Context: an optimization exercise on an open-source flow, tuned for small area. The choices shown serve that exercise and are no tape-out recipe. Function was checked by simulation only, so behaviour that the tests miss may differ from the original. Power and IR drop assume default switching activity.

==> flow/design.v <==
module fdc_crc32_step (
    input  wire [31:0] crc_in,
    input  wire [7:0]  data,
    output reg  [31:0] crc_out
);
    integer k;
    always @* begin
        crc_out = crc_in ^ {24'd0, data};
        for (k = 0; k < 8; k = k + 1) begin
            if (crc_out[0])
                crc_out = (crc_out >> 1) ^ 32'hEDB88320;
            else
                crc_out = crc_out >> 1;
        end
    end
endmodule
module fdc_json_parser (
    input  wire       clk,
    input  wire       start,       
    input  wire       in_valid,    
    input  wire [7:0] in_byte,
    output wire       sx_valid,    
    output wire [5:0] sx,
    output wire       grp_done,    
    output wire       ok,
    output wire [7:0] type_val,
    output reg  [4:0] ngrp,        
    output reg  [1:0] pad          
);
    localparam [3:0] S_OPEN      = 4'd0,   
                     S_KEY_START = 4'd1,   
                     S_KEY       = 4'd2,   
                     S_COLON     = 4'd3,   
                     S_VAL       = 4'd4,   
                     S_NUM       = 4'd5,   
                     S_STR       = 4'd6,   
                     S_AFTER     = 4'd7,   
                     S_TRAIL     = 4'd8,   
                     S_FAIL      = 4'd9;
    reg [3:0] state;
    reg       have_t, have_d;
    reg       cur_is_data;  
    reg       kt, kd;       
    reg [2:0] klen;         
    reg [7:0] num;
    reg       num_zero;     
    reg       num_ovf;      
    reg [1:0] gpos;         
    wire member = have_t && have_d;
    assign ok       = (state == S_TRAIL);
    assign type_val = num;
    wire       is_ws    = (in_byte == 8'h20) || (in_byte == 8'h09) ||
                          (in_byte == 8'h0A) || (in_byte == 8'h0D);
    wire       is_digit = (in_byte >= 8'h30) && (in_byte <= 8'h39);
    wire [3:0] digit    = in_byte[3:0];
    reg       is_b64;
    reg [5:0] sextet;
    always @* begin
        is_b64 = 1'b1;
        sextet = 6'd0;
        if (in_byte >= 8'h41 && in_byte <= 8'h5A)      sextet = in_byte[5:0] - 6'h01;       
        else if (in_byte >= 8'h61 && in_byte <= 8'h7A) sextet = in_byte[5:0] - 6'h07;       
        else if (in_byte >= 8'h30 && in_byte <= 8'h39) sextet = in_byte[5:0] + 6'h04;       
        else if (in_byte == 8'h2B)                     sextet = 6'd62;
        else if (in_byte == 8'h2F)                     sextet = 6'd63;
        else                                           is_b64 = 1'b0;
    end
    reg [7:0] type_ch, data_ch;
    always @* begin
        case (klen)
            3'd0:    begin type_ch = "t"; data_ch = "d"; end
            3'd1:    begin type_ch = "y"; data_ch = "a"; end
            3'd2:    begin type_ch = "p"; data_ch = "t"; end
            3'd3:    begin type_ch = "e"; data_ch = "a"; end
            default: begin type_ch = 8'h00; data_ch = 8'h00; end
        endcase
    end
    wire [11:0] num_next = {4'd0, num} * 12'd10 + {8'd0, digit};
    reg [3:0] after_state;
    always @* begin
        if (is_ws)                               after_state = S_AFTER;
        else if (in_byte == 8'h2C && !member)    after_state = S_KEY_START;
        else if (in_byte == 8'h7D && member)     after_state = S_TRAIL;
        else                                     after_state = S_FAIL;
    end
    wire in_str  = in_valid && (state == S_STR);
    wire is_pad  = (in_byte == 8'h3D);
    wire pad_ok  = (gpos == 2'd2 && pad == 2'd0) || (gpos == 2'd3 && pad != 2'd2);
    wire b64_ok  = is_b64 && (pad == 2'd0);
    assign sx_valid = in_str && (b64_ok || (is_pad && pad_ok));
    assign sx       = is_pad ? 6'd0 : sextet;
    assign grp_done = sx_valid && (gpos == 2'd3);
    always @(posedge clk) begin
        if (start) begin
            state       <= S_OPEN;
            have_t      <= 1'b0;
            have_d      <= 1'b0;
            gpos        <= 2'd0;
            pad         <= 2'd0;
            ngrp        <= 5'd0;
        end else if (in_valid) begin
            case (state)
                S_OPEN: begin
                    if (in_byte == 8'h7B)  state <= S_KEY_START;
                    else if (!is_ws)       state <= S_FAIL;
                end
                S_KEY_START: begin
                    if (in_byte == 8'h22) begin
                        state <= S_KEY;
                        kt    <= 1'b1;
                        kd    <= 1'b1;
                        klen  <= 3'd0;
                    end else if (!is_ws) begin
                        state <= S_FAIL;
                    end
                end
                S_KEY: begin
                    if (in_byte == 8'h22) begin
                        if (kt && klen == 3'd4 && !have_t) begin
                            have_t      <= 1'b1;
                            cur_is_data <= 1'b0;
                            state       <= S_COLON;
                        end else if (kd && klen == 3'd4 && !have_d) begin
                            have_d      <= 1'b1;
                            cur_is_data <= 1'b1;
                            state       <= S_COLON;
                        end else begin
                            state <= S_FAIL;
                        end
                    end else if (in_byte == 8'h5C || in_byte < 8'h20) begin
                        state <= S_FAIL;
                    end else begin
                        kt <= kt && (in_byte == type_ch);
                        kd <= kd && (in_byte == data_ch);
                        if (klen != 3'd5) klen <= klen + 3'd1;
                    end
                end
                S_COLON: begin
                    if (in_byte == 8'h3A)  state <= S_VAL;
                    else if (!is_ws)       state <= S_FAIL;
                end
                S_VAL: begin
                    if (!is_ws) begin
                        if (!cur_is_data && is_digit) begin
                            state    <= S_NUM;
                            num      <= {4'd0, digit};
                            num_zero <= (digit == 4'd0);
                            num_ovf  <= 1'b0;
                        end else if (cur_is_data && in_byte == 8'h22) begin
                            state <= S_STR;
                        end else begin
                            state <= S_FAIL;
                        end
                    end
                end
                S_NUM: begin
                    if (is_digit) begin
                        if (num_zero) state <= S_FAIL;
                        else begin
                            num <= num_next[7:0];
                            if (num_next > 12'd255) num_ovf <= 1'b1;
                        end
                    end else begin
                        if (num_ovf) state <= S_FAIL;
                        else         state <= after_state;
                    end
                end
                S_STR: begin
                    if (in_byte == 8'h22) begin
                        if (gpos == 2'd0) state <= S_AFTER;
                        else              state <= S_FAIL;
                    end else if (sx_valid) begin
                        gpos <= gpos + 2'd1;
                        if (is_pad) pad <= pad + 2'd1;
                        if (gpos == 2'd3) ngrp <= ngrp + 5'd1;
                    end else begin
                        state <= S_FAIL;
                    end
                end
                S_AFTER: begin
                    state <= after_state;
                end
                S_TRAIL: begin
                    if (!is_ws) state <= S_FAIL;
                end
                default: state <= S_FAIL;
            endcase
        end
    end
endmodule
module lian_fdc (
    input  wire        clk,
    input  wire        rst,
    input  wire        in_valid,
    input  wire        in_end,
    input  wire [7:0]  in_data,
    output wire        in_ready,
    output wire        out0_valid,
    input  wire        out0_ready,
    output wire        out1_valid,
    input  wire        out1_ready,
    output wire        out2_valid,
    input  wire        out2_ready,
    output wire        out3_valid,
    input  wire        out3_ready,
    output wire [7:0]  out_type,
    output wire [7:0]  out_data,
    output wire        out_first,
    output wire        out_last,
    output wire        out_empty,
    input  wire        csr_req,
    input  wire        csr_we,
    input  wire [7:0]  csr_addr,
    input  wire [2:0]  csr_size,
    input  wire [31:0] csr_wdata,
    output reg  [31:0] csr_rdata,
    output reg         csr_err,
    output wire        irq
);
    localparam CAPACITY = 128;
    localparam NGRP     = 27;    
    localparam [2:0] PH_LEN = 3'd0, PH_PAYLOAD = 3'd1, PH_CSUM = 3'd2,
                     PH_EVAL = 3'd3, PH_DELIVER = 3'd4, PH_ERROR = 3'd5;
    localparam [2:0] E_NONE = 3'd0, E_INCOMPLETE = 3'd1, E_CHECKSUM = 3'd2,
                     E_MALFORMED = 3'd3, E_OVERSIZE = 3'd4;
    reg [2:0]  phase;
    reg [3:0]  len_cnt;
    reg [63:0] len_reg;
    reg [7:0]  pay_cnt;
    reg [2:0]  csum_cnt;
    reg [31:0] csum_reg;
    reg [31:0] crc_reg;
    reg [7:0]  msg_type;
    reg [1:0]  msg_route;
    reg [2:0]  err_code;
    reg [1:0]  err_seg;
    reg        err_boundary;
    reg        ctrl_en;
    reg        ctrl_ie;
    reg [31:0] cnt_ok, cnt_incomplete, cnt_checksum, cnt_malformed, cnt_oversize;
    reg [215:0] st0, st1, st2;   
    reg [1:0]   rph;             
    reg [1:0]   gslot;           
    reg [4:0]   gcnt;            
    reg [17:0]  asm_g;           
    reg [23:0]  pg;              
    reg         pend;            
    reg         have;            
    reg [1:0]   bk;              
    reg         started;         
    reg        pend_wr;
    reg        pend_en, pend_ie, pend_clear, pend_cntclr;
    assign in_ready = !rst && ctrl_en &&
                      (phase == PH_LEN || phase == PH_PAYLOAD || phase == PH_CSUM);
    wire in_fire = in_valid && in_ready;
    wire in_byte = in_fire && !in_end;
    wire in_eos  = in_fire && in_end;
    wire [31:0] crc_next;
    fdc_crc32_step u_crc (.crc_in(crc_reg), .data(in_data), .crc_out(crc_next));
    wire [63:0] len_shifted = {len_reg[55:0], in_data};
    wire       len_done  = in_byte && (phase == PH_LEN) && (len_cnt == 4'd7);
    wire       pay_byte  = in_byte && (phase == PH_PAYLOAD);
    wire       sx_valid, grp_done, parse_ok;
    wire [5:0] sx;
    wire [7:0] parse_type;
    wire [4:0] ngrp;
    wire [1:0] pad;
    fdc_json_parser u_parser (
        .clk      (clk),
        .start    (len_done),
        .in_valid (pay_byte),
        .in_byte  (in_data),
        .sx_valid (sx_valid),
        .sx       (sx),
        .grp_done (grp_done),
        .ok       (parse_ok),
        .type_val (parse_type),
        .ngrp     (ngrp),
        .pad      (pad)
    );
    wire delivering = (phase == PH_DELIVER);
    wire msg_is_empty = (ngrp == 5'd0);
    wire beat_avail = delivering && (have || msg_is_empty);
    assign out0_valid = beat_avail && (msg_route == 2'd0);
    assign out1_valid = beat_avail && (msg_route == 2'd1);
    assign out2_valid = beat_avail && (msg_route == 2'd2);
    assign out3_valid = beat_avail && (msg_route == 2'd3);
    reg sel_ready;
    always @* begin
        case (msg_route)
            2'd0: sel_ready = out0_ready;
            2'd1: sel_ready = out1_ready;
            2'd2: sel_ready = out2_ready;
            default: sel_ready = out3_ready;
        endcase
    end
    wire beat_last    = msg_is_empty || (gcnt == ngrp && bk == 2'd2 - pad);
    wire out_fire     = beat_avail && sel_ready;
    wire deliver_done = out_fire && beat_last;
    reg [7:0] pg_byte;
    always @* begin
        case (bk)
            2'd0:    pg_byte = pg[23:16];
            2'd1:    pg_byte = pg[15:8];
            default: pg_byte = pg[7:0];
        endcase
    end
    assign out_type  = msg_type;
    assign out_data  = msg_is_empty ? 8'd0 : pg_byte;
    assign out_first = !started;
    assign out_last  = beat_last;
    assign out_empty = msg_is_empty;
    assign irq = ctrl_ie && (err_code != E_NONE);
    wire eval_pass  = (phase == PH_EVAL) && (~crc_reg == csum_reg) && parse_ok;
    wire to_deliver = eval_pass && (gcnt == NGRP);
    wire slot_here = (rph == gslot);
    wire align     = (phase == PH_CSUM || phase == PH_EVAL) && (gcnt != NGRP);
    wire take      = delivering && !have && !msg_is_empty;
    wire shift_in  = slot_here && (pend || align || take);
    always @(posedge clk) begin
        st1 <= st0;
        st2 <= st1;
        st0 <= shift_in ? {st2[191:0], pg} : st2;
    end
    wire csr_mapped = (csr_addr[1:0] == 2'b00) && (csr_addr <= 8'h34);
    wire csr_legal  = (csr_size == 3'd4) && csr_mapped && (!csr_we || csr_addr == 8'h00);
    wire ctrl_wr    = csr_req && csr_legal && csr_we;
    wire wr_defer   = ctrl_wr && delivering && (started || out_fire) && !deliver_done;
    wire apply_pend = pend_wr && (deliver_done || !delivering);
    wire apply_new  = ctrl_wr && !wr_defer;
    wire w_en       = apply_new ? csr_wdata[0] : pend_en;
    wire w_ie       = apply_new ? csr_wdata[1] : pend_ie;
    wire w_clear    = (apply_new && csr_wdata[8]) || (apply_pend && pend_clear);
    wire w_cntclr   = (apply_new && csr_wdata[9]) || (apply_pend && pend_cntclr);
    wire [31:0] status_word = {12'd0, in_ready, csum_cnt, len_cnt, irq, err_boundary,
                               err_seg, 1'b0, err_code, 1'b0, phase};
    reg [31:0] rd_val;
    always @* begin
        case (csr_addr[5:2])
            4'h0: rd_val = {30'd0, ctrl_ie, ctrl_en};
            4'h1: rd_val = status_word;
            4'h2: rd_val = len_reg[31:0];
            4'h3: rd_val = len_reg[63:32];
            4'h4: rd_val = {24'd0, pay_cnt};
            4'h5: rd_val = 32'd0;
            4'h6: rd_val = csum_reg;
            4'h7: rd_val = ~crc_reg;
            4'h8: rd_val = {22'd0, msg_route, msg_type};
            4'h9: rd_val = cnt_ok;
            4'hA: rd_val = cnt_incomplete;
            4'hB: rd_val = cnt_checksum;
            4'hC: rd_val = cnt_malformed;
            4'hD: rd_val = cnt_oversize;
            default: rd_val = 32'd0;
        endcase
    end
    always @(posedge clk) begin
        if (rst) begin
            csr_rdata <= 32'd0;
            csr_err   <= 1'b0;
        end else if (csr_req) begin
            csr_rdata <= (csr_legal && !csr_we) ? rd_val : 32'd0;
            csr_err   <= !csr_legal;
        end else begin
            csr_rdata <= 32'd0;
            csr_err   <= 1'b0;
        end
    end
    always @(posedge clk) begin
        rph <= (rst || rph == 2'd2) ? 2'd0 : rph + 2'd1;
        if (sx_valid && !grp_done) asm_g <= {asm_g[11:0], sx};
        if (shift_in) begin
            gslot <= (gslot == 2'd2) ? 2'd0 : gslot + 2'd1;
            gcnt  <= gcnt + 5'd1;
            pend  <= 1'b0;
        end
        if (grp_done) begin
            pg   <= {asm_g, sx};
            pend <= 1'b1;
        end else if (take && slot_here) begin
            pg   <= st2[215:192];
            have <= 1'b1;
        end
        if (out_fire && !beat_last) begin
            started <= 1'b1;
            if (bk == 2'd2) begin
                bk   <= 2'd0;
                have <= 1'b0;
            end else begin
                bk <= bk + 2'd1;
            end
        end
        if (len_done) begin
            gslot <= 2'd0;
            gcnt  <= 5'd0;
            pend  <= 1'b0;
        end
        if (to_deliver) begin
            gcnt    <= 5'd0;
            have    <= 1'b0;
            bk      <= 2'd0;
            started <= 1'b0;
        end
    end
    always @(posedge clk) begin
        if (rst) begin
            phase          <= PH_LEN;
            len_cnt        <= 4'd0;
            len_reg        <= 64'd0;
            pay_cnt        <= 8'd0;
            csum_cnt       <= 3'd0;
            csum_reg       <= 32'd0;
            crc_reg        <= 32'hFFFFFFFF;
            msg_type       <= 8'd0;
            msg_route      <= 2'd0;
            err_code       <= E_NONE;
            err_seg        <= 2'd0;
            err_boundary   <= 1'b0;
            ctrl_en        <= 1'b1;
            ctrl_ie        <= 1'b0;
            cnt_ok         <= 32'd0;
            cnt_incomplete <= 32'd0;
            cnt_checksum   <= 32'd0;
            cnt_malformed  <= 32'd0;
            cnt_oversize   <= 32'd0;
            pend_wr        <= 1'b0;
            pend_en        <= 1'b0;
            pend_ie        <= 1'b0;
            pend_clear     <= 1'b0;
            pend_cntclr    <= 1'b0;
        end else begin
            if (in_eos) begin
                err_code       <= E_INCOMPLETE;
                err_seg        <= (phase == PH_LEN) ? 2'd0 : (phase == PH_PAYLOAD) ? 2'd1 : 2'd2;
                err_boundary   <= (phase == PH_LEN) && (len_cnt == 4'd0);
                cnt_incomplete <= cnt_incomplete + 32'd1;
                phase          <= PH_ERROR;
            end else if (in_byte) begin
                case (phase)
                    PH_LEN: begin
                        len_reg <= len_shifted;
                        crc_reg <= crc_next;
                        len_cnt <= len_cnt + 4'd1;
                        if (len_cnt == 4'd7) begin
                            if (len_shifted > CAPACITY) begin
                                err_code     <= E_OVERSIZE;
                                err_seg      <= 2'd0;
                                err_boundary <= 1'b0;
                                cnt_oversize <= cnt_oversize + 32'd1;
                                phase        <= PH_ERROR;
                            end else if (len_shifted == 64'd0) begin
                                phase <= PH_CSUM;
                            end else begin
                                phase <= PH_PAYLOAD;
                            end
                        end
                    end
                    PH_PAYLOAD: begin
                        crc_reg <= crc_next;
                        pay_cnt <= pay_cnt + 8'd1;
                        if (pay_cnt + 8'd1 == len_reg[7:0]) phase <= PH_CSUM;
                    end
                    default: begin  
                        csum_reg <= {csum_reg[23:0], in_data};
                        csum_cnt <= csum_cnt + 3'd1;
                        if (csum_cnt == 3'd3) phase <= PH_EVAL;
                    end
                endcase
            end
            if (phase == PH_EVAL) begin
                if (~crc_reg != csum_reg) begin
                    err_code     <= E_CHECKSUM;
                    err_seg      <= 2'd0;
                    err_boundary <= 1'b0;
                    cnt_checksum <= cnt_checksum + 32'd1;
                    phase        <= PH_ERROR;
                end else if (!parse_ok) begin
                    err_code      <= E_MALFORMED;
                    err_seg       <= 2'd0;
                    err_boundary  <= 1'b0;
                    cnt_malformed <= cnt_malformed + 32'd1;
                    phase         <= PH_ERROR;
                end else if (to_deliver) begin
                    msg_type  <= parse_type;
                    msg_route <= (parse_type == 8'd0) ? 2'd0 :
                                 (parse_type == 8'd1) ? 2'd1 :
                                 (parse_type == 8'd2) ? 2'd2 : 2'd3;
                    phase     <= PH_DELIVER;
                end
            end
            if (deliver_done) begin
                cnt_ok <= cnt_ok + 32'd1;
                phase    <= PH_LEN;
                len_cnt  <= 4'd0;
                len_reg  <= 64'd0;
                pay_cnt  <= 8'd0;
                csum_cnt <= 3'd0;
                csum_reg <= 32'd0;
                crc_reg  <= 32'hFFFFFFFF;
            end
            if (wr_defer) begin
                pend_wr     <= 1'b1;
                pend_en     <= csr_wdata[0];
                pend_ie     <= csr_wdata[1];
                pend_clear  <= csr_wdata[8] || (pend_wr && pend_clear);
                pend_cntclr <= csr_wdata[9] || (pend_wr && pend_cntclr);
            end else if (apply_pend || apply_new) begin
                pend_wr     <= 1'b0;
                pend_clear  <= 1'b0;
                pend_cntclr <= 1'b0;
                ctrl_en     <= w_en;
                ctrl_ie     <= w_ie;
                if (w_clear) begin
                    phase        <= PH_LEN;
                    len_cnt      <= 4'd0;
                    len_reg      <= 64'd0;
                    pay_cnt      <= 8'd0;
                    csum_cnt     <= 3'd0;
                    csum_reg     <= 32'd0;
                    crc_reg      <= 32'hFFFFFFFF;
                    err_code     <= E_NONE;
                    err_seg      <= 2'd0;
                    err_boundary <= 1'b0;
                end
                if (w_cntclr) begin
                    cnt_ok         <= 32'd0;
                    cnt_incomplete <= 32'd0;
                    cnt_checksum   <= 32'd0;
                    cnt_malformed  <= 32'd0;
                    cnt_oversize   <= 32'd0;
                end
            end
        end
    end
endmodule
==> flow/run.sh <==
#!/bin/bash
# synth_recipe.tcl (not shown) runs the flow's synth.tcl, then flattens the netlist and writes it again
# the make line also repeats each setting of config.mk as NAME=value (left out here)
make -C /OpenROAD-flow-scripts/flow DESIGN_CONFIG=/design/flow/config.mk WORK_HOME=/design/flow/orfs CLKGATE_MAP_FILE= SYNTH_SCRIPT=/design/flow/synth_recipe.tcl finish
==> flow/config.mk <==
export PLATFORM = sky130hd
export DESIGN_NAME = lian_fdc
export DESIGN_NICKNAME = lian_fdc
export VERILOG_FILES = /design/flow/design.v
export SDC_FILE = /design/flow/constraint.sdc
export NUM_CORES = 4
export LEC_CHECK = 0
export CAP_MARGIN = 20
export CORE_MARGIN = 2
export CORE_UTILIZATION = 40
export SLEW_MARGIN = 20
==> flow/constraint.sdc <==
create_clock -name core_clock -period 9.5 [get_ports {clk}]
set_input_delay 1.9000 -clock core_clock [delete_from_list [all_inputs] [get_ports {clk}]]
set_output_delay 1.9000 -clock core_clock [all_outputs]
set_load 0.01 [all_outputs]
==> results of run 1 <==
-- how the worst min path moves through the flow --
stage / depth (start not counted) / to / slack [ps]
3_5_place_dp: 0 / st1[108] / 310
4_1_cts: 0 / st2[65] / 310
2_1_floorplan: 0 / st1[0] / 310
5_1_grt: 0 / st2[1] / 310
3_3_place_gp: 0 / st2[9] / 310
6_report: 0 / st2[65] / 300
-- worst max-delay path, delay by kind of cell --
family	cells	cell delay, ps
and+or+nand+nor	2	1180
AOI/OAI and AO/OA	3	1610
buffers and inverters	2	1470
-- kinds of logic (layout without fill, tap and decap cells) --
kind of cell,after synthesis,in the layout,synth area share
xor+xnor,243,243,0.0550
flops,1097,1097,0.581
buf+inv,254,398,0.0268
other cells,0,1,0
simple gates,1065,1065,0.135
mux,274,274,0.0786
fa+ha+maj,49,49,0.0162
compound gates,631,631,0.108
-- power breakdown --
group / internal [mW] / switching (mW)
Clock: 2.41 / 1.82
Combinational: 0.226 / 0.310
Sequential: 4.87 / 0.126
-- per-layer routing --
| layer | track usage | part of all wire | wire length (um) | up-vias |
|---|---|---|---|---|
| met3 | 0.0437 | 0.085 | 8690 | 226 |
| met4 | 0.0812 | 0.038 | 3890 | 6 |
| met2 | 0.295 | 0.42 | 42900 | 1039 |
| li1 | - | - | - | 13000 |
| met1 | 0.291 | 0.46 | 46700 | 13100 |
| met5 | 0 | 0.00040 | 41 | - |
-- cells in the final DEF (no fill, tap or decap), drive strengths merged, types with 71 or more instances in the layout --
cell	instances
dfxtp	1039
nand2	377
mux2	238
a21oi	238
nor2	220
xnor2	172
clkbuf	159
clkdlybuf4s50	90
nand3	88
o21ai	75
xor2	71
-- per-stage QoR --
step	setup slack, ps	instance area, sq um
floorplan	5090	38800
global placement	3250	41000
finish	3790	44600
CTS	3870	44600
global route	3520	44600
detailed placement	3170	41000
-- area by class of cell --
cell class / instances / area [sq um] / area share
Multi-Input combinational cell: 2262 / 15400 / 0.344
Tap cell: 1276 / 1600 / 0.0358
Clock inverter: 38 / 422 / 0.00944
Inverter: 56 / 210 / 0.00471
Antenna cell: 1 / 2.50 / 0.0000561
Clock buffer: 159 / 3170 / 0.0710
Timing Repair Buffer: 145 / 1330 / 0.0298
Sequential cell: 1097 / 22500 / 0.505
==> results.yml, run 1 <==
worst_setup_path:
  r2r_end: "csum_reg[16]"
  worstSetupStartpointType: "input pin"
  r2r-start: "bk[1]"
  worstSetupPathType: "in2reg"
  cp_slowest_cell: "buf_4"
  rrSetupSlack_ps: 5040
  worstPathCellList: "clkdlybuf4s50_1 > nor4_1 > nand4_1 > a211oi_2 > a2111o_2 > buf_4 > a21oi_1"
  slowest_delay_ps: 830
  critPathCaptureType: "flop"
  crit_end: "csum_reg[16]"
  cp-startpoint: "csr_addr[3]"
  worstPathRequired_ps: 10010
  worstPathMaxFanout: 79
  r2r_cells: 7
  arrival_ps: 6230
synthesis:
  ys_seq_area_frac: 0.581
  synth_edf_count: 58
  synth_cell_types: 89
  synth.most_common_cell: "dfxtp_1"
  ys_ff_latch: 1097
  synthCells: 3613
  yosys_warnings: 3
  synth_area_leaders: "dfxtp_1 (54%), mux2_2 (6.9%), edfxtp_1 (4.5%), xnor2_1 (3.9%), nand2_1 (3.6%)"
  async_flop_share: 0
  synth_flop_cell: "dfxtp_1"
  synth_top_cell_by_area: "dfxtp_1"
  synth_top_area_frac: 0.536
  netlist_area_sq_um: 38800
  syn_area_per_cell_sq_um: 10.7
  synth_commonest_cells: "dfxtp_1 (1039), nand2_1 (377), a21oi_1 (238), mux2_2 (238), nor2_1 (219)"
  syn_nets: 3723
sta:
  hold_violations: 0
  whs_ps: 297
  worst_pin_slew_ps: 1050
  fmax_mhz: 175
  min_period_ps: 5710
  skew_ps: 43.3
  setup_tns_ps: 0
  rsz0062_at_grt: "false"
  finalSetupViolations: 0
  slew_viol_final: 0
  min_period_over_period: 0.601
  relSlewSlack: 0.292
placed_design:
  dp.cells: 4835
  place_hpwl_mm: 69.8
  gp_congestion: 0.958
  port_buffers: 90
global_route:
  grt_pass1_wl_mm: 156
  grt_max_degree: 185
  grt_antenna_before_repair: 6
  grt_pass1_vias: 25600
  track_usage: 0.203
  grt_overflow: 0
floorplan:
  initial_core_util: 0.403
  die_area_sq_um: 99600
  die_width_um: 316
  pin_count: 119
  die_h_um: 316
  rows: 114
  fp.coreArea_sq_um: 96400
cts:
  postCtsResizedCells: 0
  cts-root-buf: "clkbuf_16"
  cts_buffers: 108
  clock_path_buffers: 3
  cts_max_level: 3
  cts_hold_buf: 0
  insertion_delay_ps: 710
  cts.sinks: 1097
  cts_tree: "built"
  post-cts-setup-buffers: 0
  clk_pin_slew_ps: 60
routing:
  final_antenna_net_count: 0
  wl_mm: 102
  first_pass_iters: 6
  dr_total_vias: 27300
  first_iter_violations: 2720
  wl_per_cell_um: 20.3
  vias_per_cell: 5.43
  drcViolationCount: 0
job:
  cap_viol_max_count: 0
finish:
  fin_cells: 5034
  reg_top3: "st0 (216), st1 (216), st2 (216)"
  syn2layout_area_growth_pct: 15.0
  drive_gt1_frac: 0.136
  post-route-util: 0.463
  nets: 3780
  fillers: 8986
outcome:
  status: "complete, no violations"
hold_path:
  min_path_type: "reg2reg"
  min_from: "st1[65]"
power:
  totalPowerFinal_mw: 9.76
  ir_drop_mv: 0.163
  power.density_nw_per_um2: 219
  power_leakage_nw: 16.0
==> run 2: changes to the inputs <==
--- a/flow/design.v
+++ b/flow/design.v
@@ -29,22 +29,22 @@
 );
     localparam [3:0] S_OPEN      = 4'd0,   
                      S_KEY_START = 4'd1,   
-                     S_KEY       = 4'd2,   
-                     S_COLON     = 4'd3,   
-                     S_VAL       = 4'd4,   
-                     S_NUM       = 4'd5,   
-                     S_STR       = 4'd6,   
-                     S_AFTER     = 4'd7,   
-                     S_TRAIL     = 4'd8,   
-                     S_FAIL      = 4'd9;
+                     S_K0        = 4'd2,   
+                     S_K1        = 4'd3,   
+                     S_K2        = 4'd4,   
+                     S_K3        = 4'd5,   
+                     S_K4        = 4'd6,   
+                     S_COLON     = 4'd7,   
+                     S_VAL       = 4'd8,   
+                     S_NUM       = 4'd9,   
+                     S_STR       = 4'd10,  
+                     S_AFTER     = 4'd11,  
+                     S_TRAIL     = 4'd12,  
+                     S_FAIL      = 4'd13;
     reg [3:0] state;
     reg       have_t, have_d;
     reg       cur_is_data;  
-    reg       kt, kd;       
-    reg [2:0] klen;         
-    reg [7:0] num;
-    reg       num_zero;     
-    reg       num_ovf;      
+    reg [7:0] num;          
     reg [1:0] gpos;         
     wire member = have_t && have_d;
     assign ok       = (state == S_TRAIL);
@@ -65,17 +65,9 @@
         else if (in_byte == 8'h2F)                     sextet = 6'd63;
         else                                           is_b64 = 1'b0;
     end
-    reg [7:0] type_ch, data_ch;
-    always @* begin
-        case (klen)
-            3'd0:    begin type_ch = "t"; data_ch = "d"; end
-            3'd1:    begin type_ch = "y"; data_ch = "a"; end
-            3'd2:    begin type_ch = "p"; data_ch = "t"; end
-            3'd3:    begin type_ch = "e"; data_ch = "a"; end
-            default: begin type_ch = 8'h00; data_ch = 8'h00; end
-        endcase
-    end
-    wire [11:0] num_next = {4'd0, num} * 12'd10 + {8'd0, digit};
+    wire [7:0] num_next = {num[4:0], 3'd0} + {num[6:0], 1'b0} + {4'd0, digit};
+    wire       num_bad  = (num == 8'd0) || (num > 8'd25) ||
+                          (num == 8'd25 && digit > 4'd5);
     reg [3:0] after_state;
     always @* begin
         if (is_ws)                               after_state = S_AFTER;
@@ -105,34 +97,33 @@
                     else if (!is_ws)       state <= S_FAIL;
                 end
                 S_KEY_START: begin
-                    if (in_byte == 8'h22) begin
-                        state <= S_KEY;
-                        kt    <= 1'b1;
-                        kd    <= 1'b1;
-                        klen  <= 3'd0;
-                    end else if (!is_ws) begin
-                        state <= S_FAIL;
-                    end
+                    if (in_byte == 8'h22)  state <= S_K0;
+                    else if (!is_ws)       state <= S_FAIL;
                 end
-                S_KEY: begin
-                    if (in_byte == 8'h22) begin
-                        if (kt && klen == 3'd4 && !have_t) begin
-                            have_t      <= 1'b1;
-                            cur_is_data <= 1'b0;
-                            state       <= S_COLON;
-                        end else if (kd && klen == 3'd4 && !have_d) begin
-                            have_d      <= 1'b1;
-                            cur_is_data <= 1'b1;
-                            state       <= S_COLON;
-                        end else begin
-                            state <= S_FAIL;
-                        end
-                    end else if (in_byte == 8'h5C || in_byte < 8'h20) begin
+                S_K0: begin
+                    cur_is_data <= (in_byte == "d");
+                    if (in_byte == "t" || in_byte == "d") state <= S_K1;
+                    else                                  state <= S_FAIL;
+                end
+                S_K1: begin
+                    if (in_byte == (cur_is_data ? "a" : "y")) state <= S_K2;
+                    else                                     state <= S_FAIL;
+                end
+                S_K2: begin
+                    if (in_byte == (cur_is_data ? "t" : "p")) state <= S_K3;
+                    else                                     state <= S_FAIL;
+                end
+                S_K3: begin
+                    if (in_byte == (cur_is_data ? "a" : "e")) state <= S_K4;
+                    else                                     state <= S_FAIL;
+                end
+                S_K4: begin
+                    if (in_byte != 8'h22 || (cur_is_data ? have_d : have_t)) begin
                         state <= S_FAIL;
                     end else begin
-                        kt <= kt && (in_byte == type_ch);
-                        kd <= kd && (in_byte == data_ch);
-                        if (klen != 3'd5) klen <= klen + 3'd1;
+                        if (cur_is_data) have_d <= 1'b1;
+                        else             have_t <= 1'b1;
+                        state <= S_COLON;
                     end
                 end
                 S_COLON: begin
@@ -144,8 +135,6 @@
                         if (!cur_is_data && is_digit) begin
                             state    <= S_NUM;
                             num      <= {4'd0, digit};
-                            num_zero <= (digit == 4'd0);
-                            num_ovf  <= 1'b0;
                         end else if (cur_is_data && in_byte == 8'h22) begin
                             state <= S_STR;
                         end else begin
@@ -155,14 +144,10 @@
                 end
                 S_NUM: begin
                     if (is_digit) begin
-                        if (num_zero) state <= S_FAIL;
-                        else begin
-                            num <= num_next[7:0];
-                            if (num_next > 12'd255) num_ovf <= 1'b1;
-                        end
+                        if (num_bad) state <= S_FAIL;
+                        else         num   <= num_next;
                     end else begin
-                        if (num_ovf) state <= S_FAIL;
-                        else         state <= after_state;
+                        state <= after_state;
                     end
                 end
                 S_STR: begin
@@ -218,7 +203,7 @@
     output wire        irq
 );
     localparam CAPACITY = 128;
-    localparam NGRP     = 27;    
+    localparam NRING    = 24;    
     localparam [2:0] PH_LEN = 3'd0, PH_PAYLOAD = 3'd1, PH_CSUM = 3'd2,
                      PH_EVAL = 3'd3, PH_DELIVER = 3'd4, PH_ERROR = 3'd5;
     localparam [2:0] E_NONE = 3'd0, E_INCOMPLETE = 3'd1, E_CHECKSUM = 3'd2,
@@ -238,9 +223,10 @@
     reg        ctrl_en;
     reg        ctrl_ie;
     reg [31:0] cnt_ok, cnt_incomplete, cnt_checksum, cnt_malformed, cnt_oversize;
-    reg [215:0] st0, st1, st2;   
+    reg [191:0] st0, st1, st2;   
     reg [1:0]   rph;             
     reg [1:0]   gslot;           
+    reg         ins_q, ins_qn;   
     reg [4:0]   gcnt;            
     reg [17:0]  asm_g;           
     reg [23:0]  pg;              
@@ -312,15 +298,24 @@
     assign out_empty = msg_is_empty;
     assign irq = ctrl_ie && (err_code != E_NONE);
     wire eval_pass  = (phase == PH_EVAL) && (~crc_reg == csum_reg) && parse_ok;
-    wire to_deliver = eval_pass && (gcnt == NGRP);
-    wire slot_here = (rph == gslot);
-    wire align     = (phase == PH_CSUM || phase == PH_EVAL) && (gcnt != NGRP);
-    wire take      = delivering && !have && !msg_is_empty;
-    wire shift_in  = slot_here && (pend || align || take);
+    wire to_deliver = eval_pass && (gcnt == NRING);
+    wire grp_ring = grp_done && (ngrp >= 5'd2) && (ngrp <= 5'd25);
+    wire grp_ext0 = grp_done && (ngrp == 5'd0);
+    wire grp_ext1 = grp_done && (ngrp == 5'd1);
+    wire grp_last = grp_done && (ngrp == 5'd26);
+    wire slot_next = (rph == 2'd2) ? (gslot == 2'd0) : (gslot == rph + 2'd1);
+    wire align     = (phase == PH_CSUM || phase == PH_EVAL) && (gcnt != NRING);
+    wire next_due  = delivering && !have && !ins_q && !msg_is_empty;
+    wire next_ext  = (gcnt[4:1] == 4'd0) || (gcnt == 5'd26);
+    wire take      = next_due && !next_ext;     
+    wire xload     = next_due && next_ext;      
+    wire shift_dec = slot_next && (pend || align || take);
     always @(posedge clk) begin
+        ins_q  <= shift_dec;
+        ins_qn <= !shift_dec;
         st1 <= st0;
         st2 <= st1;
-        st0 <= shift_in ? {st2[191:0], pg} : st2;
+        st0 <= ({192{ins_q}} & {st2[167:0], pg}) | ({192{ins_qn}} & st2);
     end
     wire csr_mapped = (csr_addr[1:0] == 2'b00) && (csr_addr <= 8'h34);
     wire csr_legal  = (csr_size == 3'd4) && csr_mapped && (!csr_we || csr_addr == 8'h00);
@@ -334,13 +329,15 @@
     wire w_cntclr   = (apply_new && csr_wdata[9]) || (apply_pend && pend_cntclr);
     wire [31:0] status_word = {12'd0, in_ready, csum_cnt, len_cnt, irq, err_boundary,
                                err_seg, 1'b0, err_code, 1'b0, phase};
+    wire len_err  = (err_code == E_OVERSIZE) || (err_code == E_INCOMPLETE && err_seg == 2'd0);
+    wire len_hide = (phase != PH_LEN) && !(phase == PH_ERROR && len_err);
     reg [31:0] rd_val;
     always @* begin
         case (csr_addr[5:2])
             4'h0: rd_val = {30'd0, ctrl_ie, ctrl_en};
             4'h1: rd_val = status_word;
-            4'h2: rd_val = len_reg[31:0];
-            4'h3: rd_val = len_reg[63:32];
+            4'h2: rd_val = {len_reg[31:8] & {24{!len_hide}}, len_reg[7:0]};
+            4'h3: rd_val = len_reg[63:32] & {32{!len_hide}};
             4'h4: rd_val = {24'd0, pay_cnt};
             4'h5: rd_val = 32'd0;
             4'h6: rd_val = csum_reg;
@@ -369,16 +366,20 @@
     always @(posedge clk) begin
         rph <= (rst || rph == 2'd2) ? 2'd0 : rph + 2'd1;
         if (sx_valid && !grp_done) asm_g <= {asm_g[11:0], sx};
-        if (shift_in) begin
+        if (shift_dec) begin
             gslot <= (gslot == 2'd2) ? 2'd0 : gslot + 2'd1;
-            gcnt  <= gcnt + 5'd1;
             pend  <= 1'b0;
         end
-        if (grp_done) begin
+        if (shift_dec || xload) gcnt <= gcnt + 5'd1;
+        if (grp_ring) begin
             pg   <= {asm_g, sx};
             pend <= 1'b1;
-        end else if (take && slot_here) begin
-            pg   <= st2[215:192];
+        end else if (ins_q && delivering) begin
+            pg   <= st2[191:168];
+            have <= 1'b1;
+        end else if (xload) begin
+            pg   <= (gcnt[4:1] != 4'd0) ? {asm_g, len_reg[13:8]} :
+                    gcnt[0] ? len_reg[39:16] : len_reg[63:40];
             have <= 1'b1;
         end
         if (out_fire && !beat_last) begin
@@ -402,6 +403,29 @@
             started <= 1'b0;
         end
     end
+    wire len_over = in_byte && (phase == PH_LEN) && (len_cnt == 4'd7) &&
+                    (len_shifted > CAPACITY);
+    wire ev_check = (phase == PH_EVAL) && (~crc_reg != csum_reg);
+    wire ev_malf  = (phase == PH_EVAL) && (~crc_reg == csum_reg) && !parse_ok;
+    wire cnt_zero = rst || (!wr_defer && w_cntclr);
+    function [31:0] cnt_step(input [31:0] c, input inc);
+        integer i;
+        reg     t;
+        begin
+            t = inc;
+            for (i = 0; i < 32; i = i + 1) begin
+                cnt_step[i] = c[i] ^ t;
+                t = t & c[i];
+            end
+        end
+    endfunction
+    always @(posedge clk) begin
+        cnt_ok         <= {32{!cnt_zero}} & cnt_step(cnt_ok, deliver_done);
+        cnt_incomplete <= {32{!cnt_zero}} & cnt_step(cnt_incomplete, in_eos);
+        cnt_checksum   <= {32{!cnt_zero}} & cnt_step(cnt_checksum, ev_check);
+        cnt_malformed  <= {32{!cnt_zero}} & cnt_step(cnt_malformed, ev_malf);
+        cnt_oversize   <= {32{!cnt_zero}} & cnt_step(cnt_oversize, len_over);
+    end
     always @(posedge clk) begin
         if (rst) begin
             phase          <= PH_LEN;
@@ -418,11 +442,6 @@
             err_boundary   <= 1'b0;
             ctrl_en        <= 1'b1;
             ctrl_ie        <= 1'b0;
-            cnt_ok         <= 32'd0;
-            cnt_incomplete <= 32'd0;
-            cnt_checksum   <= 32'd0;
-            cnt_malformed  <= 32'd0;
-            cnt_oversize   <= 32'd0;
             pend_wr        <= 1'b0;
             pend_en        <= 1'b0;
             pend_ie        <= 1'b0;
@@ -433,7 +452,6 @@
                 err_code       <= E_INCOMPLETE;
                 err_seg        <= (phase == PH_LEN) ? 2'd0 : (phase == PH_PAYLOAD) ? 2'd1 : 2'd2;
                 err_boundary   <= (phase == PH_LEN) && (len_cnt == 4'd0);
-                cnt_incomplete <= cnt_incomplete + 32'd1;
                 phase          <= PH_ERROR;
             end else if (in_byte) begin
                 case (phase)
@@ -446,7 +464,6 @@
                                 err_code     <= E_OVERSIZE;
                                 err_seg      <= 2'd0;
                                 err_boundary <= 1'b0;
-                                cnt_oversize <= cnt_oversize + 32'd1;
                                 phase        <= PH_ERROR;
                             end else if (len_shifted == 64'd0) begin
                                 phase <= PH_CSUM;
@@ -456,6 +473,9 @@
                         end
                     end
                     PH_PAYLOAD: begin
+                        if (grp_ext0) len_reg[63:40] <= {asm_g, sx};
+                        if (grp_ext1) len_reg[39:16] <= {asm_g, sx};
+                        if (grp_last) len_reg[13:8]  <= sx;
                         crc_reg <= crc_next;
                         pay_cnt <= pay_cnt + 8'd1;
                         if (pay_cnt + 8'd1 == len_reg[7:0]) phase <= PH_CSUM;
@@ -472,13 +492,11 @@
                     err_code     <= E_CHECKSUM;
                     err_seg      <= 2'd0;
                     err_boundary <= 1'b0;
-                    cnt_checksum <= cnt_checksum + 32'd1;
                     phase        <= PH_ERROR;
                 end else if (!parse_ok) begin
                     err_code      <= E_MALFORMED;
                     err_seg       <= 2'd0;
                     err_boundary  <= 1'b0;
-                    cnt_malformed <= cnt_malformed + 32'd1;
                     phase         <= PH_ERROR;
                 end else if (to_deliver) begin
                     msg_type  <= parse_type;
@@ -489,7 +507,6 @@
                 end
             end
             if (deliver_done) begin
-                cnt_ok <= cnt_ok + 32'd1;
                 phase    <= PH_LEN;
                 len_cnt  <= 4'd0;
                 len_reg  <= 64'd0;
@@ -522,13 +539,6 @@
                     err_seg      <= 2'd0;
                     err_boundary <= 1'b0;
                 end
-                if (w_cntclr) begin
-                    cnt_ok         <= 32'd0;
-                    cnt_incomplete <= 32'd0;
-                    cnt_checksum   <= 32'd0;
-                    cnt_malformed  <= 32'd0;
-                    cnt_oversize   <= 32'd0;
-                end
             end
         end
     end
--- a/flow/config.mk
+++ b/flow/config.mk
@@ -8,4 +8,7 @@
 export CAP_MARGIN = 20
 export CORE_MARGIN = 2
 export CORE_UTILIZATION = 40
+export CTS_BUF_LIST = sky130_fd_sc_hd__clkbuf_16
+export CTS_CLUSTER_DIAMETER = 72
+export CTS_CLUSTER_SIZE = 30
 export SLEW_MARGIN = 20
==> results.yml, run 2 <==
outcome:
  status: "complete, no violations"
worst_setup_path:
  rrSetupSlack_ps: 1310
  path_buf_inv: 3
  critPathCaptureType: "flop"
  critPathTopFamily: "adder cells"
  cp-startpoint: "in_data[1]"
  r2r_end: "cnt_checksum[30]"
  worstSetupPathType: "in2reg"
  worstSetupStartpointType: "input pin"
  slowest_delay_ps: 420
  worstPathMaxFanout: 2
  cpMostUsedCell: "ha_1"
  arrival_ps: 9320
  crit_end: "cnt_oversize[31]"
  cp_slowest_cell: "clkdlybuf4s50_1"
  r2r-start: "crc_reg[10]"
  cp.depth: 41
  worstPathRequired_ps: 10010
  r2r_cells: 37
global_route:
  grt_pass1_vias: 23300
  grt_max_degree: 195
  grt_antenna_before_repair: 1
  grt_overflow: 0
  grt_pass1_wl_mm: 142
  track_usage: 0.192
synthesis:
  synth_top_area_frac: 0.533
  syn_nets: 3556
  synth_top_cell_by_area: "dfxtp_1"
  synthCells: 3302
  netlist_area_sq_um: 36400
  async_flop_share: 0
  synth_area_leaders: "dfxtp_1 (53%), ha_1 (6.6%), a22o_1 (4.7%), edfxtp_1 (4.2%), nand2_1 (2.9%)"
  synth_cell_types: 95
  synth.most_common_cell: "dfxtp_1"
  synth_commonest_cells: "dfxtp_1 (969), nand2_1 (280), a22o_1 (197), ha_1 (191), a21oi_1 (179)"
  synth_edf_count: 51
  ys_seq_area_frac: 0.575
  ys_ff_latch: 1020
  syn_area_per_cell_sq_um: 11.0
  yosys_warnings: 3
  synth_flop_cell: "dfxtp_1"
sta:
  fmax_mhz: 114
  setup_tns_ps: 0
  rsz0062_at_grt: "false"
  skew_ps: 64.5
  slew_viol_final: 0
  hold_violations: 0
  setup_ws_ps: 693
  finalSetupViolations: 0
  relSlewSlack: 0.268
  min_period_ps: 8810
  min_period_over_period: 0.927
  worst_pin_slew_ps: 1090
placed_design:
  place_hpwl_mm: 63.2
  postPlaceCellArea_sq_um: 38400
  gp_congestion: 0.893
  dp.cells: 4417
  preCtsSetupSlack_ps: 38.0
  port_buffers: 90
finish:
  syn2layout_area_growth_pct: 10.0
  reg_top3: "st0 (192), st1 (192), st2 (192)"
  final_cell_mix: "dfxtp_1 (967), nand2_1 (280), a22o_1 (197), ha_1 (191), a21oi_1 (179)"
  nets: 3546
  fillers: 8389
  fin_cells: 4499
  layout_commonest_cell: "dfxtp_1"
  final_area_sq_um: 40000
  drive_gt1_frac: 0.0638
floorplan:
  die_area_sq_um: 93400
  fp.coreArea_sq_um: 90100
  die_h_um: 306
  rows: 110
  initial_core_util: 0.404
  pin_count: 119
  die_width_um: 306
cts:
  cts_buffers: 49
  cts_hold_buf: 0
  post-cts-setup-buffers: 0
  cts_max_level: 2
  clock_path_buffers: 3
  clk_pin_slew_ps: 110
  insertion_delay_ps: 660
  cts_tree: "built"
  cts-root-buf: "clkbuf_16"
  cts.sinks: 1020
  postCtsResizedCells: 0
routing:
  wl_mm: 91.8
  drcViolationCount: 0
  dr_total_vias: 24500
  vias_per_cell: 5.44
  first_pass_iters: 7
  wl_per_cell_um: 20.4
  final_antenna_net_count: 0
  first_iter_violations: 2280
power:
  power.density_nw_per_um2: 213
  power_leakage_nw: 15.7
  ir_drop_mv: 0.185
job:
  cap_viol_max_count: 0
hold_path:
  min_path_type: "reg2reg"
## run 2: cell types whose count changed after synthesis, moves of 32 or more
cell / before / now
nor4_1: 62 / 29
a21oi_1: 238 / 179
a22o_1: 28 / 197
and2_1: 12 / 162
nand3_1: 88 / 42
nand2_1: 377 / 280
xnor2_1: 171 / 113
mux2_2: 238 / 23
dfxtp_1: 1039 / 969
ha_1: 47 / 191
nand4_1: 55 / 23
or3_1: 42 / 9
nor2_1: 219 / 171
a22oi_1: 31 / 104
## run 2: cells by family after synthesis
kind of cell,Yosys count,share of synthesized area
flops,1020,0.575
mux,55,0.0163
xor+xnor,156,0.0377
fa+ha+maj,193,0.0667
simple gates,869,0.121
buf+inv,240,0.0274
compound gates,769,0.156
## run 2: metrics by stage
step                      utilization  total power, mW  hold WS [ps]
after floorplan                     -             5.75           310
final                           0.444             8.53           312
after detailed placement        0.426             6.11           312
after global routing            0.444             8.91           326
after CTS                       0.444             8.61           308
after global placement          0.426             6.09           309
## run 2: area by class of cell
class,instances,area (sq um),share of cell area
inverter,34,128,0.00319
timing repair buffer,145,1330,0.0331
multi-input combinational,2042,14600,0.363
clock buffer,49,1230,0.0306
sequential,1020,20900,0.523
clock inverter,32,400,0.0100
tap,1176,1470,0.0367
antenna,1,2.50,0.0000625
## run 2: report_power, final
part,switching (mW),internal [mW]
registers,0.200,4.69
clock network,1.50,1.02
logic,0.655,0.475
## run 2: how the worst min path moves through the flow
stage	from	end	slack [ps]	depth (start not counted)
2_1_floorplan	st0[0]	st1[0]	310	0
3_3_place_gp	st0[9]	st1[9]	310	0
3_5_place_dp	st0[134]	st1[134]	310	0
4_1_cts	st1[118]	st2[118]	310	0
5_1_grt	st1[169]	st2[169]	330	0
6_report	st0[166]	st1[166]	310	0
## run 2: per-layer routing
metal,up-vias,GRT usage,routed length (um)
met2,674,0.305,41500
met4,2,0.0497,2260
met3,126,0.0263,4630
met1,11900,0.275,43400
li1,11800,-,-
met5,-,0,14
==> run 3: changes to the inputs <==
--- a/flow/design.v
+++ b/flow/design.v
@@ -223,7 +223,7 @@
     reg        ctrl_en;
     reg        ctrl_ie;
     reg [31:0] cnt_ok, cnt_incomplete, cnt_checksum, cnt_malformed, cnt_oversize;
-    reg [191:0] st0, st1, st2;   
+    reg [143:0] st0, st1, st2, st3;   
     reg [1:0]   rph;             
     reg [1:0]   gslot;           
     reg         ins_q, ins_qn;   
@@ -303,19 +303,20 @@
     wire grp_ext0 = grp_done && (ngrp == 5'd0);
     wire grp_ext1 = grp_done && (ngrp == 5'd1);
     wire grp_last = grp_done && (ngrp == 5'd26);
-    wire slot_next = (rph == 2'd2) ? (gslot == 2'd0) : (gslot == rph + 2'd1);
+    wire slot_next = (gslot == rph + 2'd1);
     wire align     = (phase == PH_CSUM || phase == PH_EVAL) && (gcnt != NRING);
     wire next_due  = delivering && !have && !ins_q && !msg_is_empty;
     wire next_ext  = (gcnt[4:1] == 4'd0) || (gcnt == 5'd26);
     wire take      = next_due && !next_ext;     
     wire xload     = next_due && next_ext;      
-    wire shift_dec = slot_next && (pend || align || take);
+    wire shift_dec = slot_next && (pend || grp_ring || align || take);
     always @(posedge clk) begin
         ins_q  <= shift_dec;
         ins_qn <= !shift_dec;
         st1 <= st0;
         st2 <= st1;
-        st0 <= ({192{ins_q}} & {st2[167:0], pg}) | ({192{ins_qn}} & st2);
+        st3 <= st2;
+        st0 <= ({144{ins_q}} & {st3[119:0], pg}) | ({144{ins_qn}} & st3);
     end
     wire csr_mapped = (csr_addr[1:0] == 2'b00) && (csr_addr <= 8'h34);
     wire csr_legal  = (csr_size == 3'd4) && csr_mapped && (!csr_we || csr_addr == 8'h00);
@@ -364,18 +365,15 @@
         end
     end
     always @(posedge clk) begin
-        rph <= (rst || rph == 2'd2) ? 2'd0 : rph + 2'd1;
+        rph <= rst ? 2'd0 : rph + 2'd1;
         if (sx_valid && !grp_done) asm_g <= {asm_g[11:0], sx};
-        if (shift_dec) begin
-            gslot <= (gslot == 2'd2) ? 2'd0 : gslot + 2'd1;
-            pend  <= 1'b0;
-        end
+        if (shift_dec) gslot <= gslot + 2'd1;
+        pend <= (pend || grp_ring) && !shift_dec;
         if (shift_dec || xload) gcnt <= gcnt + 5'd1;
         if (grp_ring) begin
             pg   <= {asm_g, sx};
-            pend <= 1'b1;
         end else if (ins_q && delivering) begin
-            pg   <= st2[191:168];
+            pg   <= st3[143:120];
             have <= 1'b1;
         end else if (xload) begin
             pg   <= (gcnt[4:1] != 4'd0) ? {asm_g, len_reg[13:8]} :
==> flow/flow/run.sh (new file) <==
#!/bin/bash
# Layout flow: the standard layout (standard.sh, unchanged synthesis,
# floorplan, power grid and routing), with two settings passed to ORFS's own
# scripts through their environment variables:
#  - clock tree: larger sink clusters of clkbuf_16 and no dummy loads;
#  - port buffers: sky130_fd_sc_hd__buf_1 on every input and output port.
# Each tool's full output stays in this folder: make's in standard.log, the
# ORFS steps' in orfs/logs/.
set -euo pipefail
export CTS_ARGS="-sink_clustering_enable -repair_clock_nets -sink_clustering_size 30 -sink_clustering_max_diameter 72 -buf_list sky130_fd_sc_hd__clkbuf_16 -dont_use_dummy_load"
export BUFFER_PORTS_ARGS="-buffer_cell sky130_fd_sc_hd__buf_1"
bash standard.sh > standard.log 2>&1
==> flow/standard.sh (new file) <==
#!/bin/bash
# synth_recipe.tcl (not shown) runs the flow's synth.tcl, then flattens the netlist and writes it again
# the make line also repeats each setting of config.mk as NAME=value (left out here)
make -C /OpenROAD-flow-scripts/flow DESIGN_CONFIG=/design/flow/config.mk WORK_HOME=/design/flow/orfs CLKGATE_MAP_FILE= SYNTH_SCRIPT=/design/flow/synth_recipe.tcl "${@:-finish}"
--- a/flow/config.mk
+++ b/flow/config.mk
@@ -8,7 +8,4 @@
 export CAP_MARGIN = 20
 export CORE_MARGIN = 2
 export CORE_UTILIZATION = 40
-export CTS_BUF_LIST = sky130_fd_sc_hd__clkbuf_16
-export CTS_CLUSTER_DIAMETER = 72
-export CTS_CLUSTER_SIZE = 30
 export SLEW_MARGIN = 20
removed: flow/run.sh
==> results.yml, run 3 <==
floorplan:
  die_width_um: 305
  pin_count: 119
  initial_core_util: 0.403
  fp.coreArea_sq_um: 89700
  die_area_sq_um: 92700
  rows: 110
  die_h_um: 305
sta:
  worst_pin_slew_ps: 1060
  setup_tns_ps: 0
  hold_violations: 0
  slew_viol_final: 0
  rsz0062_at_grt: "false"
  min_period_ps: 8650
  relSlewSlack: 0.289
  finalSetupViolations: 0
  fmax_mhz: 116
  skew_ps: 111
  min_period_over_period: 0.910
synthesis:
  ys_ff_latch: 1020
  async_flop_share: 0
  synth_top_area_frac: 0.537
  synth_top_cell_by_area: "dfxtp_1"
  synth.most_common_cell: "dfxtp_1"
  syn_nets: 3505
  netlist_area_sq_um: 36100
  yosys_warnings: 3
  synth_commonest_cells: "dfxtp_1 (969), nand2_1 (259), ha_1 (190), and2_1 (172), a22o_1 (152)"
  synth_edf_count: 51
  synth_cell_types: 84
  synthCells: 3252
  synth_flop_cell: "dfxtp_1"
  syn_area_per_cell_sq_um: 11.1
  ys_seq_area_frac: 0.579
  synth_area_leaders: "dfxtp_1 (54%), ha_1 (6.6%), edfxtp_1 (4.2%), a22o_1 (3.7%), and2_1 (3.0%)"
placed_design:
  gp_congestion: 0.911
  dp.cells: 4373
  port_buffers: 90
  postPlaceCellArea_sq_um: 37600
  place_hpwl_mm: 63.0
global_route:
  grt_antenna_before_repair: 4
  grt_overflow: 0
  grt_pass1_wl_mm: 140
  grt_max_degree: 114
  grt_pass1_vias: 23000
  track_usage: 0.192
worst_setup_path:
  critPathCaptureType: "flop"
  r2r-start: "len_reg[24]"
  worstSetupPathType: "in2reg"
  slowest_delay_ps: 330
  worstPathRequired_ps: 9980
  r2r_cells: 39
  r2r_end: "cnt_oversize[31]"
  worstSetupStartpointType: "input pin"
  rrSetupSlack_ps: 1100
  arrival_ps: 9130
  worstPathMaxFanout: 2
  cp_slowest_cell: "nor3_1"
  cpMostUsedCell: "ha_1"
hold_path:
  min_from: "st2[47]"
  min_path_type: "reg2reg"
  hold_depth: 0
  worstHoldEndpoint: "st3[47]"
outcome:
  status: "complete, no violations"
finish:
  fillers: 8545
  final_cell_mix: "dfxtp_1 (967), nand2_1 (258), ha_1 (190), and2_1 (172), a22o_1 (152)"
  layout_commonest_cell: "dfxtp_1"
  nets: 3502
  post-route-util: 0.433
  fin_cells: 4426
  syn2layout_area_growth_pct: 7.52
  drive_gt1_frac: 0.0736
  regArea_sq_um: 20900
  multiInputGateArea_sq_um: 14300
  final_area_sq_um: 38800
power:
  ir_drop_mv: 0.126
  power.density_nw_per_um2: 194
  totalPowerFinal_mw: 7.52
  power_leakage_nw: 15.0
routing:
  routed.top_layer: "met4"
  dr_total_vias: 24000
  routedLengthMet1_mm: 42.0
  wl_per_cell_um: 20.7
  wl_mm: 91.5
  dr_wl_met3_mm: 5.13
  final_antenna_net_count: 0
  first_iter_violations: 2175
  vias_per_cell: 5.43
  drcViolationCount: 0
  first_pass_iters: 6
  wl_met2_mm: 40.6
cts:
  cts.sinks: 1020
  post-cts-setup-buffers: 0
  cts_buffers: 49
  cts-root-buf: "clkbuf_16"
  clk_pin_slew_ps: 100
  clock_path_buffers: 3
  insertion_delay_ps: 660
  cts_tree: "built"
  cts_hold_buf: 0
  cts_max_level: 2
  postCtsResizedCells: 0
job:
  cap_viol_max_count: 0
run 3: cell count changes after synthesis, moves of 8 or more:
| cell | delta |
|---|---|
| a2bb2oi_1 | +17 |
| a22o_1 | -45 |
| a22oi_1 | -23 |
| nand3_1 | +70 |
| nand2_1 | -21 |
| xor2_1 | -8 |
| nor2_1 | -25 |
| a31oi_1 | +17 |
| a21oi_2 | +62 |
| nand2b_1 | +10 |
| a21oi_1 | -87 |
| and2_1 | +10 |
run 3: metal layers:
metal | up-vias | GRT usage
met4 | 0 | 0.0755
met2 | 704 | 0.303
met1 | 11600 | 0.265
met3 | 159 | 0.0296
met5 | - | 0
li1 | 11600 | -
run 3: worst max-delay path by stage:
| stage | slack, ps | start | endpoint | cells after the start |
|---|---|---|---|---|
| 6_report | 850 | in_data[2] | cnt_oversize[31] | 41 |
| 5_1_grt | 490 | in_data[2] | cnt_oversize[31] | 41 |
| 4_1_cts | 800 | in_data[2] | cnt_oversize[31] | 41 |
| 3_5_place_dp | 180 | in_data[2] | cnt_oversize[31] | 41 |
| 3_3_place_gp | 210 | in_data[2] | cnt_oversize[31] | 41 |
| 2_1_floorplan | 730 | in_data[4] | cnt_oversize[31] | 41 |
run 3: logic make-up (layout without fill, tap and decap cells):
group,after synthesis,in the layout,share of synthesized area
other,0,3,0
xor gates and xnor gates,147,147,0.0364
AOI/OAI and AO/OA,716,716,0.151
muxes,56,56,0.0166
DFF,1020,1020,0.579
adders and majority gates,192,192,0.0669
buffers and inverters,236,231,0.0273
and+or+nand+nor,885,885,0.122
run 3: metrics by stage:
| step | hold slack, ps | setup slack (ps) |
|---|---|---|
| finish | 291 | 850 |
| detailed placement | 312 | 175 |
| global route | 301 | 490 |
| floorplan | 310 | 733 |
| global placement | 310 | 213 |
| CTS | 290 | 799 |
run 3: critical path: cells and delay by family:
family                     cells  cell delay, ps
buffers and inverters          3             300
adders and majority gates     31            5720
AOI/OAI and AO/OA              1             230
and+or+nand+nor                5             830
xor gates and xnor gates       1             140
run 3: cell type report:
type,count,share of cell area
tap,1176,0.0379
clock buffer,49,0.0316
inverter,38,0.00367
multi-input combinational,1996,0.368
timing repair buffer,144,0.0193
sequential,1020,0.539
antenna,3,0.000193
run 3: report_power, final:
group / leakage, nW / switching (mW) / internal [mW]
clock network: 0.604 / 1.30 / 0.921
logic: 6.08 / 0.357 / 0.241
registers: 8.31 / 0.147 / 4.56
total: 15.0 / 1.80 / 5.72
==> run 4: changes to the inputs <==
--- a/flow/design.v
+++ b/flow/design.v
@@ -216,7 +216,9 @@
     reg [31:0] csum_reg;
     reg [31:0] crc_reg;
     reg [7:0]  msg_type;
-    reg [1:0]  msg_route;
+    wire [1:0] msg_route = (msg_type == 8'd0) ? 2'd0 :
+                           (msg_type == 8'd1) ? 2'd1 :
+                           (msg_type == 8'd2) ? 2'd2 : 2'd3;
     reg [2:0]  err_code;
     reg [1:0]  err_seg;
     reg        err_boundary;
@@ -229,7 +231,7 @@
     reg         ins_q, ins_qn;   
     reg [4:0]   gcnt;            
     reg [17:0]  asm_g;           
-    reg [23:0]  pg;              
+    wire [23:0] pg = csum_reg[31:8];   
     reg         pend;            
     reg         have;            
     reg [1:0]   bk;              
@@ -332,6 +334,8 @@
                                err_seg, 1'b0, err_code, 1'b0, phase};
     wire len_err  = (err_code == E_OVERSIZE) || (err_code == E_INCOMPLETE && err_seg == 2'd0);
     wire len_hide = (phase != PH_LEN) && !(phase == PH_ERROR && len_err);
+    wire [31:0] csum_mask = {{8{csum_cnt > 3'd3}}, {8{csum_cnt > 3'd2}},
+                             {8{csum_cnt > 3'd1}}, {8{csum_cnt > 3'd0}}};
     reg [31:0] rd_val;
     always @* begin
         case (csr_addr[5:2])
@@ -341,7 +345,7 @@
             4'h3: rd_val = len_reg[63:32] & {32{!len_hide}};
             4'h4: rd_val = {24'd0, pay_cnt};
             4'h5: rd_val = 32'd0;
-            4'h6: rd_val = csum_reg;
+            4'h6: rd_val = delivering ? ~crc_reg : (csum_reg & csum_mask);
             4'h7: rd_val = ~crc_reg;
             4'h8: rd_val = {22'd0, msg_route, msg_type};
             4'h9: rd_val = cnt_ok;
@@ -370,16 +374,7 @@
         if (shift_dec) gslot <= gslot + 2'd1;
         pend <= (pend || grp_ring) && !shift_dec;
         if (shift_dec || xload) gcnt <= gcnt + 5'd1;
-        if (grp_ring) begin
-            pg   <= {asm_g, sx};
-        end else if (ins_q && delivering) begin
-            pg   <= st3[143:120];
-            have <= 1'b1;
-        end else if (xload) begin
-            pg   <= (gcnt[4:1] != 4'd0) ? {asm_g, len_reg[13:8]} :
-                    gcnt[0] ? len_reg[39:16] : len_reg[63:40];
-            have <= 1'b1;
-        end
+        if ((ins_q && delivering) || xload) have <= 1'b1;
         if (out_fire && !beat_last) begin
             started <= 1'b1;
             if (bk == 2'd2) begin
@@ -401,6 +396,20 @@
             started <= 1'b0;
         end
     end
+    wire csum_byte = in_byte && (phase == PH_CSUM);
+    always @(posedge clk) begin
+        if (csum_byte) csum_reg[7:0] <= in_data;
+        if (csum_byte) begin
+            if (csum_cnt != 3'd0) csum_reg[31:8] <= csum_reg[23:0];
+        end else if (grp_ring) begin
+            csum_reg[31:8] <= {asm_g, sx};
+        end else if (ins_q && delivering) begin
+            csum_reg[31:8] <= st3[143:120];
+        end else if (xload) begin
+            csum_reg[31:8] <= (gcnt[4:1] != 4'd0) ? {asm_g, len_reg[13:8]} :
+                              gcnt[0] ? len_reg[39:16] : len_reg[63:40];
+        end
+    end
     wire len_over = in_byte && (phase == PH_LEN) && (len_cnt == 4'd7) &&
                     (len_shifted > CAPACITY);
     wire ev_check = (phase == PH_EVAL) && (~crc_reg != csum_reg);
@@ -431,10 +440,8 @@
             len_reg        <= 64'd0;
             pay_cnt        <= 8'd0;
             csum_cnt       <= 3'd0;
-            csum_reg       <= 32'd0;
             crc_reg        <= 32'hFFFFFFFF;
             msg_type       <= 8'd0;
-            msg_route      <= 2'd0;
             err_code       <= E_NONE;
             err_seg        <= 2'd0;
             err_boundary   <= 1'b0;
@@ -479,7 +486,6 @@
                         if (pay_cnt + 8'd1 == len_reg[7:0]) phase <= PH_CSUM;
                     end
                     default: begin  
-                        csum_reg <= {csum_reg[23:0], in_data};
                         csum_cnt <= csum_cnt + 3'd1;
                         if (csum_cnt == 3'd3) phase <= PH_EVAL;
                     end
@@ -498,9 +504,6 @@
                     phase         <= PH_ERROR;
                 end else if (to_deliver) begin
                     msg_type  <= parse_type;
-                    msg_route <= (parse_type == 8'd0) ? 2'd0 :
-                                 (parse_type == 8'd1) ? 2'd1 :
-                                 (parse_type == 8'd2) ? 2'd2 : 2'd3;
                     phase     <= PH_DELIVER;
                 end
             end
@@ -510,7 +513,6 @@
                 len_reg  <= 64'd0;
                 pay_cnt  <= 8'd0;
                 csum_cnt <= 3'd0;
-                csum_reg <= 32'd0;
                 crc_reg  <= 32'hFFFFFFFF;
             end
             if (wr_defer) begin
@@ -531,7 +533,6 @@
                     len_reg      <= 64'd0;
                     pay_cnt      <= 8'd0;
                     csum_cnt     <= 3'd0;
-                    csum_reg     <= 32'd0;
                     crc_reg      <= 32'hFFFFFFFF;
                     err_code     <= E_NONE;
                     err_seg      <= 2'd0;
==> results.yml, run 4 <==
sta:
  min_period_over_period: 0.900
  finalSetupViolations: 0
  hold_violations: 0
  worst_pin_slew_ps: 1060
  setup_tns_ps: 0
  skew_ps: 63.4
  setup_ws_ps: 954
  slew_viol_final: 0
  min_period_ps: 8550
  relSlewSlack: 0.285
  rsz0062_at_grt: "false"
  fmax_mhz: 117
synthesis:
  async_flop_share: 0
  synth_edf_count: 59
  synthCells: 3235
  synth.most_common_cell: "dfxtp_1"
  ys_seq_area_frac: 0.578
  syn_area_per_cell_sq_um: 11.0
  synth_commonest_cells: "dfxtp_1 (935), nand2_1 (262), ha_1 (194), a21oi_1 (182), nor2_1 (173)"
  yosys_warnings: 3
  netlist_area_sq_um: 35400
  ys_ff_latch: 994
  synth_cell_types: 81
  synth_area_leaders: "dfxtp_1 (53%), ha_1 (6.8%), edfxtp_1 (5.0%), a22o_1 (3.7%), and2_1 (2.9%)"
  synth_top_area_frac: 0.528
  synth_top_cell_by_area: "dfxtp_1"
  synth_flop_cell: "dfxtp_1"
  syn_nets: 3492
finish:
  layout_commonest_cell: "dfxtp_1"
  drive_gt1_frac: 0.0574
  multiInputGateArea_sq_um: 14200
  nets: 3517
  fillers: 8479
  syn2layout_area_growth_pct: 8.17
  final_cell_mix: "dfxtp_1 (933), nand2_1 (262), ha_1 (194), a21oi_1 (182), nor2_1 (166)"
  regArea_sq_um: 20500
  fin_cells: 4424
cts:
  cts_buffers: 47
  insertion_delay_ps: 630
  cts-root-buf: "clkbuf_16"
  postCtsResizedCells: 0
  cts.sinks: 994
  clock_path_buffers: 3
  cts_tree: "built"
  cts_max_level: 2
  cts_hold_buf: 0
  post-cts-setup-buffers: 0
  clk_pin_slew_ps: 110
placed_design:
  dp.cells: 4376
  gp_congestion: 0.942
  port_buffers: 90
  preCtsSetupSlack_ps: 295
  place_hpwl_mm: 64.5
power:
  p_switching_mw: 1.73
  power_leakage_nw: 15.0
  pwr-share-clk: 0.304
  ir_drop_mv: 0.210
  power.density_nw_per_um2: 184
  sw_frac_of_total: 0.245
  p_comb_frac: 0.087
  totalPowerFinal_mw: 7.06
  internal_power_mw: 5.33
  seqPwrFrac: 0.608
routing:
  wl_met2_mm: 40.4
  dr_total_vias: 24000
  first_iter_violations: 2061
  vias_per_cell: 5.42
  wl_per_cell_um: 20.9
  wl_mm: 92.3
  routedLengthMet1_mm: 42.7
  first_pass_iters: 5
  final_antenna_net_count: 0
  drcViolationCount: 0
  routed.top_layer: "met4"
  dr_wl_met3_mm: 5.87
floorplan:
  initial_core_util: 0.402
  rows: 109
  die_width_um: 302
  pin_count: 119
  fp.coreArea_sq_um: 88100
  die_h_um: 302
  die_area_sq_um: 91000
global_route:
  grt_max_degree: 100
  grt_pass1_vias: 22700
  track_usage: 0.199
  grt_antenna_before_repair: 1
  grt_overflow: 0
  grt_pass1_wl_mm: 140
worst_setup_path:
  r2r_end: "cnt_checksum[31]"
  arrival_ps: 9030
  r2r-start: "crc_reg[29]"
  worstSetupStartpointType: "flop"
  critPathCaptureType: "flop"
  r2r_cells: 37
  critPathTopFamily: "adder cells"
  worstPathMaxFanout: 5
  rrSetupSlack_ps: 950
  worstPathRequired_ps: 9980
  cp_slowest_cell: "nor4_1"
  cpMostUsedCell: "ha_1"
  path_buf_inv: 0
  slowest_delay_ps: 910
  worstSetupPathType: "reg2reg"
outcome:
  status: "complete, no violations"
hold_path:
  min_path_type: "reg2reg"
  worstHoldEndpoint: "st1[1]"
  min_from: "st0[1]"
  hold_depth: 0
job:
  cap_viol_max_count: 0
run 4: cell count changes after synthesis, sizes merged, moves of 17 or more:
cell and delta:
mux2i +25, dfxtp -34, xor2 +49, nor2 +29, xnor2 -40, a2bb2oi -17
o21ai +56, a31oi -34, nand3 -60, a22oi +41, a21oi +29
run 4: worst reg2reg max path, delay by kind of cell, from the launching register on:
family | cells | cell delay [ps]
fa+ha+maj | 31 | 5770
simple gates | 3 | 1250
xor+xnor | 2 | 600
flops | 1 | 490
compound gates | 1 | 330
run 4: per-stage QoR:
stage	utilization	cell area, sq um	hold WS [ps]
after detailed placement	0.422	37200	312
after floorplan	-	35400	310
after global routing	0.435	38300	288
after global placement	0.422	37200	310
final	0.435	38300	283
after CTS	0.435	38300	285
run 4: worst max path at each step:
stage,start,to,slack (ps),depth (start not counted)
floorplan,in_data[2],cnt_oversize[31],690,40
global placement,in_data[1],cnt_oversize[31],380,41
detailed placement,in_data[1],cnt_oversize[31],290,41
CTS,in_data[1],cnt_oversize[31],980,41
global route,in_data[1],cnt_oversize[31],550,41
finish,crc_reg[29],cnt_checksum[31],950,37
run 4: area by class of cell:
class / count / share of cell area
antenna: 1 / 0.0000653
clock buffer: 47 / 0.0307
inverter: 42 / 0.00411
multi-input combinational: 2013 / 0.370
sequential: 994 / 0.535
tap: 1165 / 0.0380
timing repair buffer: 162 / 0.0229
run 4: kinds of logic after synthesis:
family / count (synthesis) / synth area share
AND/OR/NAND/NOR: 813 / 0.112
multiplexers: 74 / 0.0214
AO/OA/AOI/OAI: 775 / 0.155
XOR/XNOR: 155 / 0.0383
adder cells (fa/ha/maj): 196 / 0.0696
flip-flops: 994 / 0.578
buffers and inverters: 228 / 0.0255
run 4: metal layers:
metal	track usage	up-vias
met3	0.0325	162
met4	0.0724	0
met5	0	-
met1	0.281	11600
li1	-	11500
met2	0.307	749
run 4: power by group through the flow:
stage	sequential (mW)	combinational, mW	clock, mW
2_1_floorplan	4.36	0.407	0
3_3_place_gp	4.39	0.608	0
3_5_place_dp	4.39	0.607	0
4_1_cts	4.29	0.610	2.21
5_1_grt	4.30	0.664	2.34
6_report	4.29	0.617	2.15

Re-timed with assumed drivers on the ports (clkbuf_16 on the clock, buf_2 on other inputs), run 4 has 0.954 ns of setup slack against 0.954 ns with ideal ports, and 0.361 ns once port delays also move by the mid clock arrival of 0.671 ns.
